Source: an optimization exercise on an open RTL-to-GDS flow (aim: small area, a short achievable clock period and few clock cycles). Production flows keep margins and buffers that such runs may drop. The RTL was checked by simulation tests, not by an equivalence proof against the original design. Power is estimated from default activity; no workload was simulated.

<file path="design/flow/config.mk">
export PLATFORM = sky130hd
export DESIGN_NAME = dphy_tc
export DESIGN_NICKNAME = dphy_tc
export VERILOG_FILES = /design/flow/design.v
export SDC_FILE = /design/flow/constraint.sdc
export NUM_CORES = 4
export LEC_CHECK = 0
export CAP_MARGIN = 20
export CORE_MARGIN = 2
export CORE_UTILIZATION = 40
export PLACE_DENSITY = 0.6
export SLEW_MARGIN = 20
</file>
<file path="design/flow/constraint.sdc">
create_clock -name core_clock -period 10.0 [get_ports {clk}]
set_input_delay 2.0000 -clock core_clock [delete_from_list [all_inputs] [get_ports {clk}]]
set_output_delay 2.0000 -clock core_clock [all_outputs]
set_load 0.01 [all_outputs]
</file>
<file path="design/flow/design.v">
module dphy_tc (
    input  wire        clk,
    input  wire        rst,           
    input  wire        cmd_valid,
    output wire        cmd_ready,
    input  wire [31:0] cmd_data,
    output reg  [31:0] result,
    output reg         mmio_valid,
    output reg  [15:0] mmio_addr,
    output reg  [31:0] mmio_data,
    output reg         rpt_valid,
    output reg  [31:0] rpt_raw,
    output reg  [31:0] rpt_rounded
);
    localparam [15:0] REF_MHZ  = 16'd48;
    localparam [11:0] DDR_MAX  = 12'd3996;
    localparam [15:0] OFF_DPHY_PARAM      = 16'h0040;
    localparam [15:0] OFF_CLK_LANE_TIMING = 16'h0044;
    localparam [15:0] OFF_LP_BYTECLK      = 16'h0048;
    localparam [15:0] OFF_CLK_LANE_SWT    = 16'h004C;
    localparam [7:0] OP_NOP     = 8'h00;
    localparam [7:0] OP_SETMODE = 8'h01;
    localparam [7:0] OP_COMPUTE = 8'h02;
    localparam [7:0] OP_CALCDDR = 8'h03;
    localparam [7:0] OP_SETOVR  = 8'h04;
    localparam [7:0] OP_CLROVR  = 8'h05;
    localparam [7:0] OP_PACK    = 8'h06;
    localparam [7:0] OP_WRITE   = 8'h07;
    localparam [7:0] OP_SETFLD  = 8'h08;
    localparam [7:0] OP_CLRSTG  = 8'h09;
    localparam [7:0] OP_WRSTG   = 8'h0A;
    localparam [7:0] OP_RDRES   = 8'h0B;
    localparam [7:0] OP_RDSTAT  = 8'h0C;
    localparam [7:0] OP_CLRSTAT = 8'h0D;
    localparam Q_HS_PREP   = 0;
    localparam Q_HS_ZERO   = 1;
    localparam Q_HS_TRAIL  = 2;
    localparam Q_HS_EXIT   = 3;
    localparam Q_CLK_PREP  = 4;
    localparam Q_CLK_ZERO  = 5;
    localparam Q_CLK_TRAIL = 6;
    localparam Q_CLK_EXIT  = 7;
    localparam Q_LP_DIV    = 8;
    localparam Q_CLK_HS2LP = 9;
    localparam Q_CLK_LP2HS = 10;
    localparam [1:0] ST_IDLE = 2'd0;
    localparam [1:0] ST_CALC = 2'd1;
    localparam [1:0] ST_WR   = 2'd2;
    localparam [3:0] CS_PCLK  = 4'd0;    
    localparam [3:0] CS_ROUND = 4'd1;    
    localparam [3:0] CS_BP    = 4'd2;    
    localparam [3:0] CS_U2    = 4'd3;    
    localparam [3:0] CS_U5    = 4'd4;    
    localparam [3:0] CS_U4    = 4'd5;    
    localparam [3:0] CS_TICK  = 4'd6;    
    localparam [3:0] CS_LPDIV = 4'd7;    
    reg        mode_valid;
    reg [7:0]  mode_div;
    reg [1:0]  mode_fmt;
    reg        mode_cls;
    reg        mode_l;            
    reg        plan_valid;
    reg        plan_ovr_used;
    reg [15:0] plan_pclk;
    reg [16:0] plan_raw;
    reg [11:0] plan_ddr;
    reg [11:0] plan_bp;
    reg [15:0] plan_t     [0:7];
    reg [15:0] plan_cnt   [0:10];
    reg [10:0] ovr_en;
    reg [7:0]  ovr_val    [0:10];
    reg [31:0] img        [0:3];
    reg        img_valid;
    reg [31:0] stg;
    reg [7:0]  status;
    reg [1:0]  state;
    reg [3:0]  cstep;
    reg [2:0]  tq;                
    reg [1:0]  wr_idx;
    reg [11:0] u2;
    reg [11:0] u5;
    reg        div_busy;
    reg [4:0]  div_cnt;
    reg [16:0] div_q;             
    reg [12:0] div_r;
    reg [11:0] div_d;
    wire [12:0] div_trial = {div_r[11:0], div_q[16]} - {1'b0, div_d};
    wire        div_ge    = ({div_r[11:0], div_q[16]} >= {1'b0, div_d});
    assign cmd_ready = (state == ST_IDLE);
    wire [7:0]  op  = cmd_data[31:24];
    wire [7:0]  sel = cmd_data[23:16];
    wire [15:0] imm = cmd_data[15:0];
    reg legal;
    always @(*) begin
        case (op)
            OP_NOP, OP_COMPUTE, OP_PACK, OP_WRITE, OP_CLRSTG, OP_RDSTAT:
                legal = (sel == 8'd0) && (imm == 16'd0);
            OP_SETMODE:
                legal = (sel == 8'd0) && (imm[15:12] == 4'd0) && (imm[9:8] != 2'd3);
            OP_CALCDDR, OP_WRSTG:
                legal = (sel == 8'd0);
            OP_SETOVR:
                legal = (sel >= 8'h03) && (sel <= 8'h0D) && (imm[15:8] == 8'd0);
            OP_CLROVR:
                legal = ((sel >= 8'h03) && (sel <= 8'h0D) || (sel == 8'hFF)) && (imm == 16'd0);
            OP_SETFLD:
                legal = (sel <= 8'd3) && (imm[15:8] == 8'd0);
            OP_RDRES:
                legal = (sel <= 8'h1C) && (imm == 16'd0);
            OP_CLRSTAT:
                legal = (sel == 8'd0) && (imm[15:8] == 8'd0);
            default:
                legal = 1'b0;
        endcase
    end
    wire accept = cmd_valid && cmd_ready;
    wire [3:0] ovr_idx = sel[3:0] - 4'd3;    
    reg [5:0] bpp_mult;
    always @(*) begin
        case (mode_fmt)
            2'd0:    bpp_mult = 6'd16;
            2'd1:    bpp_mult = 6'd18;
            default: bpp_mult = 6'd24;
        endcase
        if (mode_cls)
            bpp_mult = bpp_mult << 1;
    end
    wire [21:0] pix_prod = div_q[15:0] * bpp_mult;
    wire [21:0] raw_calc = mode_l ? (pix_prod >> 2) : (pix_prod >> 1);
    wire [20:0] rounded_calc = div_q * 5'd12;
    wire        clamp_calc   = (rounded_calc > {9'd0, DDR_MAX});
    wire [11:0] ddr_calc     = clamp_calc ? DDR_MAX : rounded_calc[11:0];
    function [1:0] bias_of(input [2:0] k);
        case (k)
            3'd1, 3'd5: bias_of = 2'd2;
            default:    bias_of = 2'd1;
        endcase
    endfunction
    function nearest_of(input [2:0] k);
        nearest_of = (k == 3'd0) || (k == 3'd4);
    endfunction
    function [16:0] tick_dividend(input [15:0] t, input [11:0] bp, input [2:0] k);
        if (nearest_of(k))
            tick_dividend = {1'b0, t} + {6'd0, bp[11:1]};
        else
            tick_dividend = {1'b0, t} + {5'd0, bp} - 17'd1;
    endfunction
    wire [16:0] tick_biased = div_q - {15'd0, bias_of(tq)};
    wire [15:0] tick_count  = (div_q <= {15'd0, bias_of(tq)}) ? 16'd0 : tick_biased[15:0];
    wire [15:0] lp_div_final   = ovr_en[Q_LP_DIV] ? {8'd0, ovr_val[Q_LP_DIV]} : div_q[15:0];
    wire [15:0] hs2lp_formula  = plan_cnt[Q_CLK_TRAIL] + plan_cnt[Q_CLK_EXIT] + lp_div_final + 16'd2;
    wire [15:0] lp2hs_formula  = (lp_div_final << 2) + plan_cnt[Q_CLK_PREP] + plan_cnt[Q_CLK_ZERO] + 16'd2;
    wire [15:0] t_hs_prep  = 16'd60 + {4'd0, u2};
    wire [15:0] t_hs_zsum  = 16'd170 + {4'd0, u5};
    wire [15:0] t_hs_zero  = (t_hs_zsum > t_hs_prep) ? (t_hs_zsum - t_hs_prep) : 16'd0;
    wire [15:0] t_trail_a  = {4'd0, div_q[11:0]};           
    wire [15:0] t_hs_trail = ((t_trail_a > t_hs_prep) ? t_trail_a : t_hs_prep) + 16'd30;
    function [7:0] fld(input [15:0] v);
        fld = v[7:0];
    endfunction
    wire any_ovf = (plan_cnt[0] > 16'd255) || (plan_cnt[1] > 16'd255) ||
                   (plan_cnt[2] > 16'd255) || (plan_cnt[3] > 16'd255) ||
                   (plan_cnt[4] > 16'd255) || (plan_cnt[5] > 16'd255) ||
                   (plan_cnt[6] > 16'd255) || (plan_cnt[7] > 16'd255) ||
                   (plan_cnt[8] > 16'd255) || (plan_cnt[9] > 16'd255) ||
                   (plan_cnt[10] > 16'd255);
    reg [31:0] rd_value;
    always @(*) begin
        case (sel[4:0])
            5'h00: rd_value = {16'd0, plan_pclk};
            5'h01: rd_value = {15'd0, plan_raw};
            5'h02: rd_value = {20'd0, plan_ddr};
            5'h03: rd_value = {16'd0, plan_cnt[0]};
            5'h04: rd_value = {16'd0, plan_cnt[1]};
            5'h05: rd_value = {16'd0, plan_cnt[2]};
            5'h06: rd_value = {16'd0, plan_cnt[3]};
            5'h07: rd_value = {16'd0, plan_cnt[4]};
            5'h08: rd_value = {16'd0, plan_cnt[5]};
            5'h09: rd_value = {16'd0, plan_cnt[6]};
            5'h0A: rd_value = {16'd0, plan_cnt[7]};
            5'h0B: rd_value = {16'd0, plan_cnt[8]};
            5'h0C: rd_value = {16'd0, plan_cnt[9]};
            5'h0D: rd_value = {16'd0, plan_cnt[10]};
            5'h0E: rd_value = img[0];
            5'h0F: rd_value = img[1];
            5'h10: rd_value = img[2];
            5'h11: rd_value = img[3];
            5'h12: rd_value = stg;
            5'h13: rd_value = {20'd0, plan_bp};
            5'h14: rd_value = {16'd0, plan_t[0]};
            5'h15: rd_value = {16'd0, plan_t[1]};
            5'h16: rd_value = {16'd0, plan_t[2]};
            5'h17: rd_value = {16'd0, plan_t[3]};
            5'h18: rd_value = {16'd0, plan_t[4]};
            5'h19: rd_value = {16'd0, plan_t[5]};
            5'h1A: rd_value = {16'd0, plan_t[6]};
            5'h1B: rd_value = {16'd0, plan_t[7]};
            default: rd_value = {21'd0, ovr_en};
        endcase
    end
    wire [31:0] status_word = {20'd0, plan_ovr_used, img_valid, plan_valid, mode_valid, status};
    function [15:0] wr_offset(input [1:0] i);
        case (i)
            2'd0:    wr_offset = OFF_DPHY_PARAM;
            2'd1:    wr_offset = OFF_CLK_LANE_TIMING;
            2'd2:    wr_offset = OFF_LP_BYTECLK;
            default: wr_offset = OFF_CLK_LANE_SWT;
        endcase
    endfunction
    integer i;
    always @(posedge clk) begin
        if (rst) begin
            mode_valid    <= 1'b0;
            mode_div      <= 8'd0;
            mode_fmt      <= 2'd0;
            mode_cls      <= 1'b0;
            mode_l        <= 1'b0;
            plan_valid    <= 1'b0;
            plan_ovr_used <= 1'b0;
            plan_pclk     <= 16'd0;
            plan_raw      <= 17'd0;
            plan_ddr      <= 12'd0;
            plan_bp       <= 12'd0;
            for (i = 0; i < 8; i = i + 1)
                plan_t[i] <= 16'd0;
            for (i = 0; i < 11; i = i + 1) begin
                plan_cnt[i] <= 16'd0;
                ovr_val[i]  <= 8'd0;
            end
            ovr_en        <= 11'd0;
            for (i = 0; i < 4; i = i + 1)
                img[i] <= 32'd0;
            img_valid     <= 1'b0;
            stg           <= 32'd0;
            status        <= 8'd0;
            result        <= 32'd0;
            state         <= ST_IDLE;
            cstep         <= CS_PCLK;
            tq            <= 3'd0;
            wr_idx        <= 2'd0;
            u2            <= 12'd0;
            u5            <= 12'd0;
            div_busy      <= 1'b0;
            div_cnt       <= 5'd0;
            div_q         <= 17'd0;
            div_r         <= 13'd0;
            div_d         <= 12'd0;
            mmio_valid    <= 1'b0;
            mmio_addr     <= 16'd0;
            mmio_data     <= 32'd0;
            rpt_valid     <= 1'b0;
            rpt_raw       <= 32'd0;
            rpt_rounded   <= 32'd0;
        end else begin
            mmio_valid <= 1'b0;
            rpt_valid  <= 1'b0;
            case (state)
            ST_IDLE: if (accept) begin
                if (!legal) begin
                    status[1] <= 1'b1;
                end else begin
                    case (op)
                    OP_SETMODE: begin
                        mode_div   <= imm[7:0];
                        mode_fmt   <= imm[9:8];
                        mode_cls   <= imm[10];
                        mode_l     <= imm[11];
                        mode_valid <= 1'b1;
                    end
                    OP_COMPUTE: begin
                        if (!mode_valid) begin
                            status[2] <= 1'b1;
                        end else begin
                            state    <= ST_CALC;
                            cstep    <= CS_PCLK;
                            div_busy <= 1'b1;
                            div_cnt  <= 5'd17;
                            div_q    <= {1'b0, REF_MHZ};
                            div_r    <= 13'd0;
                            div_d    <= {4'd0, mode_div} + 12'd1;
                        end
                    end
                    OP_CALCDDR: begin
                        if (imm == 16'd0) begin
                            status[3] <= 1'b1;
                        end else begin
                            plan_pclk <= 16'd0;
                            plan_raw  <= {1'b0, imm};
                            state     <= ST_CALC;
                            cstep     <= CS_ROUND;
                            div_busy  <= 1'b1;
                            div_cnt   <= 5'd17;
                            div_q     <= {1'b0, imm} + 17'd11;
                            div_r     <= 13'd0;
                            div_d     <= 12'd12;
                        end
                    end
                    OP_SETOVR: begin
                        ovr_en[ovr_idx]  <= 1'b1;
                        ovr_val[ovr_idx] <= imm[7:0];
                    end
                    OP_CLROVR: begin
                        if (sel == 8'hFF) begin
                            ovr_en <= 11'd0;
                            for (i = 0; i < 11; i = i + 1)
                                ovr_val[i] <= 8'd0;
                        end else begin
                            ovr_en[ovr_idx]  <= 1'b0;
                            ovr_val[ovr_idx] <= 8'd0;
                        end
                    end
                    OP_PACK: begin
                        if (!plan_valid) begin
                            status[4] <= 1'b1;
                        end else begin
                            img[0] <= {fld(plan_cnt[Q_HS_EXIT]), fld(plan_cnt[Q_HS_TRAIL]),
                                       fld(plan_cnt[Q_HS_ZERO]), fld(plan_cnt[Q_HS_PREP])};
                            img[1] <= {fld(plan_cnt[Q_CLK_EXIT]), fld(plan_cnt[Q_CLK_TRAIL]),
                                       fld(plan_cnt[Q_CLK_ZERO]), fld(plan_cnt[Q_CLK_PREP])};
                            img[2] <= {24'd0, fld(plan_cnt[Q_LP_DIV])};
                            img[3] <= {16'd0, fld(plan_cnt[Q_CLK_LP2HS]), fld(plan_cnt[Q_CLK_HS2LP])};
                            if (any_ovf)
                                status[6] <= 1'b1;
                            img_valid <= 1'b1;
                        end
                    end
                    OP_WRITE: begin
                        if (!img_valid) begin
                            status[5] <= 1'b1;
                        end else begin
                            mmio_valid <= 1'b1;
                            mmio_addr  <= OFF_DPHY_PARAM;
                            mmio_data  <= img[0];
                            wr_idx     <= 2'd1;
                            state      <= ST_WR;
                        end
                    end
                    OP_SETFLD: begin
                        case (sel[1:0])
                            2'd0: stg[7:0]   <= imm[7:0];
                            2'd1: stg[15:8]  <= imm[7:0];
                            2'd2: stg[23:16] <= imm[7:0];
                            2'd3: stg[31:24] <= imm[7:0];
                        endcase
                    end
                    OP_CLRSTG: stg <= 32'd0;
                    OP_WRSTG: begin
                        if (imm[1:0] != 2'd0) begin
                            status[7] <= 1'b1;
                        end else begin
                            mmio_valid <= 1'b1;
                            mmio_addr  <= imm;
                            mmio_data  <= stg;
                        end
                    end
                    OP_RDRES:   result <= rd_value;
                    OP_RDSTAT:  result <= status_word;
                    OP_CLRSTAT: status <= status & ~imm[7:0];
                    default: ;   
                    endcase
                end
            end
            ST_WR: begin
                mmio_valid <= 1'b1;
                mmio_addr  <= wr_offset(wr_idx);
                mmio_data  <= img[wr_idx];
                wr_idx     <= wr_idx + 2'd1;
                if (wr_idx == 2'd3)
                    state <= ST_IDLE;
            end
            ST_CALC: begin
                if (div_busy) begin
                    if (div_ge) begin
                        div_r <= div_trial;
                        div_q <= {div_q[15:0], 1'b1};
                    end else begin
                        div_r <= {div_r[11:0], div_q[16]};
                        div_q <= {div_q[15:0], 1'b0};
                    end
                    div_cnt <= div_cnt - 5'd1;
                    if (div_cnt == 5'd1)
                        div_busy <= 1'b0;
                end else begin
                    div_busy <= 1'b1;
                    div_cnt  <= 5'd17;
                    div_r    <= 13'd0;
                    case (cstep)
                    CS_PCLK: begin
                        if (raw_calc == 22'd0) begin
                            status[3] <= 1'b1;
                            div_busy  <= 1'b0;
                            state     <= ST_IDLE;
                        end else begin
                            plan_pclk <= div_q[15:0];
                            plan_raw  <= raw_calc[16:0];
                            cstep     <= CS_ROUND;
                            div_q     <= raw_calc[16:0] + 17'd11;
                            div_d     <= 12'd12;
                        end
                    end
                    CS_ROUND: begin
                        if (clamp_calc) begin
                            status[0]   <= 1'b1;
                            rpt_valid   <= 1'b1;
                            rpt_raw     <= {15'd0, plan_raw};
                            rpt_rounded <= {11'd0, rounded_calc};
                        end
                        plan_ddr <= ddr_calc;
                        cstep    <= CS_BP;
                        div_q    <= 17'd4000;
                        div_d    <= ddr_calc;
                    end
                    CS_BP: begin
                        plan_bp <= div_q[11:0];
                        cstep   <= CS_U2;
                        div_q   <= 17'd2000 + {5'd0, plan_ddr} - 17'd1;
                        div_d   <= plan_ddr;
                    end
                    CS_U2: begin
                        u2    <= div_q[11:0];
                        cstep <= CS_U5;
                        div_q <= 17'd5000 + {5'd0, plan_ddr} - 17'd1;
                    end
                    CS_U5: begin
                        u5    <= div_q[11:0];
                        cstep <= CS_U4;
                        div_q <= 17'd4000 + {5'd0, plan_ddr} - 17'd1;
                    end
                    CS_U4: begin
                        plan_t[0] <= t_hs_prep;
                        plan_t[1] <= t_hs_zero;
                        plan_t[2] <= t_hs_trail;
                        plan_t[3] <= 16'd130;
                        plan_t[4] <= 16'd60;
                        plan_t[5] <= 16'd270;
                        plan_t[6] <= 16'd90;
                        plan_t[7] <= 16'd130;
                        tq    <= 3'd0;
                        cstep <= CS_TICK;
                        div_q <= tick_dividend(t_hs_prep, plan_bp, 3'd0);
                        div_d <= plan_bp;
                    end
                    CS_TICK: begin
                        plan_cnt[tq] <= ovr_en[tq] ? {8'd0, ovr_val[tq]} : tick_count;
                        if (tq == 3'd7) begin
                            cstep <= CS_LPDIV;
                            div_q <= {5'd0, plan_ddr} + 17'd47;
                            div_d <= 12'd48;
                        end else begin
                            tq    <= tq + 3'd1;
                            div_q <= tick_dividend(plan_t[tq + 3'd1], plan_bp, tq + 3'd1);
                        end
                    end
                    default: begin   
                        plan_cnt[Q_LP_DIV]    <= lp_div_final;
                        plan_cnt[Q_CLK_HS2LP] <= ovr_en[Q_CLK_HS2LP] ? {8'd0, ovr_val[Q_CLK_HS2LP]}
                                                                     : hs2lp_formula;
                        plan_cnt[Q_CLK_LP2HS] <= ovr_en[Q_CLK_LP2HS] ? {8'd0, ovr_val[Q_CLK_LP2HS]}
                                                                     : lp2hs_formula;
                        plan_ovr_used <= |ovr_en;
                        plan_valid    <= 1'b1;
                        img_valid     <= 1'b0;
                        div_busy      <= 1'b0;
                        state         <= ST_IDLE;
                    end
                    endcase
                end
            end
            default: state <= ST_IDLE;
            endcase
        end
    end
endmodule
</file>
<file path="design/flow/run.sh">
#!/bin/bash
# synth_recipe.tcl (not shown) runs the flow's synth.tcl, then flattens the netlist and writes it again
# the make line also repeats each setting of config.mk as NAME=value (left out here)
make -C /OpenROAD-flow-scripts/flow DESIGN_CONFIG=/design/flow/config.mk WORK_HOME=/design/flow/orfs CLKGATE_MAP_FILE= SYNTH_SCRIPT=/design/flow/synth_recipe.tcl finish
</file>
==> metrics.md <==
| Metric | Value |
|---|---|
| Most used flip-flop cell after synthesis | dfxtp_1 |
| Yosys top cell by area | dfxtp_1 |
| Netlist cell types | 98 |
| GRT Total Usage | 0.3519 |
| Worst path arrival time | 8060 ps |
| Yosys warns | 3 |
| RePlAce Congestion | 1.079 |
| Register area share after synthesis | 0.3792 |
| CTS tree | done |
| Reg2reg end | div_q[12]$_SDFFE_PP0P_ |
| Slowest CP cell | o32ai_1 |
| Total negative slack | 0 ps |
| Site row count | 122 |
| Gr ovfl total | 0 |
| Max-cap violation count | 0 |
| Final nets | 5625 |
| RSZ-0062 raised after global routing | no |
| Crit path buffers/inverters | 2 |
| Overall routed net length | 210.9 mm |
| Final Critical Period | 7530 ps |
| Final setup violation count | 0 |
| Area growth from synthesis to final layout | 13.22% |
| Post-Place Setup Slack | 2708 ps |
| EDFF count, synth | 264 |
| Busiest grt layer | met2 |
| GR Layer Usage met2 | 0.4911 |
| I/O pin count | 182 |
| Vias in the first global route | 39.89k |
| Sink Count | 718 |
| Post-route setup slack | 2470 ps |
| Core area | 111000 µm² |
| Critical Path, Cell by Cell | nor3b_2 > and2_1 > ha_1 > inv_1 > fa_1 > fa_1 > inv_1 > ha_1 > a211oi_1 > nor2_1 > o32ai_1 > o211ai_1 > nor4_1 > nand2_1 > xor2_1 > o221ai_1 > o21ai_0 > a221oi_1 |
| Detailed placement HPWL | 157.3 mm |
| Clk_skew | 32.89 ps |
| Crit Path Class | flop to flop |
| List of most frequent post-synthesis cells | nand2_1 (662), nor2_1 (632), dfxtp_1 (454) |
| TritonCTS Buffers | 84 |
| End of the worst hold path | result[3]$_SDFFE_PP0P_ |
| Drt drc | 0 |
| Hold Path Stages | 2 |
| M3 GR Usage | 0.1275 |
| Die W | 338.9 µm |
| Fmax | 0.1328 GHz |
| Max Fanout on Critical Path | 18 |
| Tcrit/Tclk final | 0.7530 |
| Syn Inst Count | 5275 |
| Worst hold path class | flop to flop |
| Top-count cell post-synth | nand2_1 |
| Crit-path max cell delay | 960 ps |
| Global routing usage on met1 | 0.4763 |
| Post-CTS Setup Inserts | 0 |
| Synth Cell Area | 44870 µm² |
| Number of vias per cell | 6.412 |
| Fill count | 10.86k |
| Clock latency on the worst-skew pair | 700 ps |
| Post-DRT Antenna Nets | 0 |
| Htree depth | 3 |
| Post-synth ARST share | 0 |
| Required time worst endpoint | 10530 ps |
| Largest net degree at the start of global routing | 157 |
| Layout cells sized above 1 | 0.07146 |
| Root Buffer | clkbuf_16 |
| Top post-synthesis cells by area | dfxtp_1 (20%), edfxtp_1 (18%), ha_1 (6.2%) |
| I/O Buffers | 153 |
| Synth Area per Inst | 8.507 µm² |
| Slew Limit Fails | 0 |
| Hold Fails Final Rpt | 0 |
| Initial Util | 0.4044 |
| Vias | 43.97k |
| Top cell type's share of synthesized area | 0.2025 |
| Status | complete, no violations |
| Pwr dens | 131.3 nW/µm² |
| Worst vdd ir | 0.0001187 V |
| Max Buffers Root-to-Sink | 3 |
| Startpoint types | flop |
| First-pass GRT wire length | 294.9 mm |
| Initial DRC count | 6646 |
| Die H | 338.9 µm |
| CP Capture Type | flop |
| Beginning of the worst hold path | result[3]$_SDFFE_PP0P_ |
| FF-to-FF path depth | 18 |
| Average wire per standard cell | 30.75 µm |
| Synth Register Bits | 718 |
| Leak | 18.52 nW |
| Die area | 114900 µm² |
| Worst reg2reg startpoint | mode_fmt[0]$_SDFFE_PP0P_ |
| Drt pass-1 iters | 8 |
| Cell family with most CP delay | compound AO/OA/AOI/OAI gates |
| Initial antenna violation count | 18 |
| Hold buffers post-CTS | 0 |
| Post-CTS Resized | 0 |
| Worst Tran Pin Value | 1228 ps |
| Clock Pin Slew Worst Setup and Hold Paths | 70 ps |
| Reg2Reg Setup Slack | 2470 ps |
| Slew HR | 0.1802 |
flip-flops by register name (all words and copies together) (netlist names), 16 cells and up, named ones only:
name         flops
result          32
plan_t          42
img             88
rpt_raw         17
mmio_data       32
rpt_rounded     19
plan_pclk       16
plan_raw        17
ovr_val         88
mmio_addr       16
stg             32
div_q           17
plan_cnt       176
cell families (layout without fill, tap and decap cells):
logic type	Yosys count	after routing	share of synthesized area
xor gates and xnor gates	156	156	0.03045
DFF	718	718	0.3792
other	1	38	0.00008357
and+or+nand+nor	2025	2025	0.2075
adders and majority gates	300	300	0.09687
AOI/OAI and AO/OA	1363	1363	0.2052
muxes	89	89	0.02493
buffers and inverters	623	681	0.05574
cells in the final DEF (no fill, tap or decap), drive strengths merged, types with 70 or more instances in the layout:
| cell type | netlist | routed |
|---|---|---|
| a22o | 70 | 70 |
| a211oi | 118 | 118 |
| fa | 79 | 79 |
| o21ai | 212 | 212 |
| a221oi | 80 | 80 |
| buf | 84 | 129 |
| inv | 240 | 245 |
| nor3 | 154 | 154 |
| clkbuf | 295 | 123 |
| a22oi | 96 | 96 |
| and3 | 72 | 72 |
| nor2 | 636 | 636 |
| edfxtp | 264 | 264 |
| xnor2 | 97 | 97 |
| nand3 | 99 | 99 |
| and2 | 75 | 75 |
| dfxtp | 454 | 454 |
| a21oi | 412 | 412 |
| nand2 | 664 | 664 |
| clkdlybuf4s50 | 0 | 152 |
| ha | 221 | 221 |
per-layer routing:
layer | routed length (µm) | share of wire | vias to the layer above
met5 | 89 | 0.00042 | -
met4 | 11850 | 0.056 | 14
met2 | 84780 | 0.40 | 2946
met3 | 29060 | 0.14 | 586
li1 | - | - | 19040
met1 | 85090 | 0.40 | 21390
worst max path at each step:
| stage | from | slack (ps) | depth (start not counted) | end |
|---|---|---|---|---|
| floorplan | mode_fmt[0]$_SDFFE_PP0P_ | 4460 | 19 | div_q[15]$_SDFFE_PP0P_ |
| global placement | cmd_data[17] | 2800 | 12 | ovr_val[8][4]$_SDFFCE_PN0P_ |
| detailed placement | cmd_data[17] | 2710 | 12 | ovr_val[2][3]$_SDFFCE_PN0P_ |
| CTS | mode_cls$_SDFFE_PP0P_ | 2760 | 19 | div_q[9]$_SDFFE_PP0P_ |
| global route | mode_fmt[0]$_SDFFE_PP0P_ | 2140 | 18 | div_q[12]$_SDFFE_PP0P_ |
| finish | mode_fmt[0]$_SDFFE_PP0P_ | 2470 | 18 | div_q[12]$_SDFFE_PP0P_ |
report_power, final:
part           internal [mW]  switching [mW]  leakage (nW)
combinational         0.0887           0.257          10.8
clock                   1.85            1.36          1.38
sequential              3.07          0.0550          6.38
total                   5.00            1.67          18.5
worst register-to-register path, cell delays in order (launching register included):
cell      delay [ps]
dfxtp_1          700
nor3b_2          910
and2_1           240
ha_1             230
inv_1             70
fa_1             430
fa_1             540
inv_1             70
ha_1             320
a211oi_1         510
nor2_1           160
o32ai_1          960
o211ai_1         470
nor4_1           570
nand2_1          120
xor2_1           360
o221ai_1         220
o21ai_0          350
a221oi_1         130
cell type report:
cell class                      count  area (µm²)  area share
Inverter                          244       915.9     0.01803
Multi-Input combinational cell   3961       25620      0.5043
Sequential cell                   718       17020      0.3350
Clock inverter                     33       379.1    0.007462
Antenna cell                       10       25.02   0.0004926
Clock buffer                      123        2454     0.04830
Timing Repair Buffer              281        2530     0.04980
Tap cell                         1488        1862     0.03665
through the flow:
step / power (mW) / util / hold slack, ps / std cells / cell area, µm²
6_report: 6.672 / 0.4578 / 449.3 / 6858 / 50800
5_1_grt: 6.806 / 0.4576 / 465.4 / 6849 / 50780
4_1_cts: 6.667 / 0.4574 / 451.5 / 6847 / 50760
3_5_place_dp: 3.505 / 0.4319 / 443.5 / 6691 / 47930
3_3_place_gp: 3.507 / 0.4318 / 438.5 / 6691 / 47920
2_1_floorplan: 3.338 / - / 426.9 / 5302 / 44970
Testbench counts, summed over its fixed seeds: cycles 64,126.

re-timing with driven ports:
Ports are ideal in the flow. The routed layout listed here was re-timed in OpenROAD.
Step 1 (the two cells are an assumption about what drives the block):
set clk [get_ports {clk}]
set_driving_cell -lib_cell sky130_fd_sc_hd__clkbuf_16 $clk
set_driving_cell -lib_cell sky130_fd_sc_hd__buf_2 [delete_from_list [all_inputs] $clk]
Step 2, shift: input delay + t, output delay - t, t = (earliest + latest rising clock arrival at the registers) / 2. This alone moves slack from input paths to output paths.
Three values: ideal, step 1, step 2; two values: the first two.
t (ns): 0.750
slack for setup (ns): 2.470 / 2.470 / 2.463
hold slack, ns: 0.449 / 0.449 / 0.449
pins driven straight from the clock port: 1
After both steps this run still meets setup and hold. For this run, drivers alone change the setup slack by 0.000 ns; drivers and shift together by -0.007 ns.
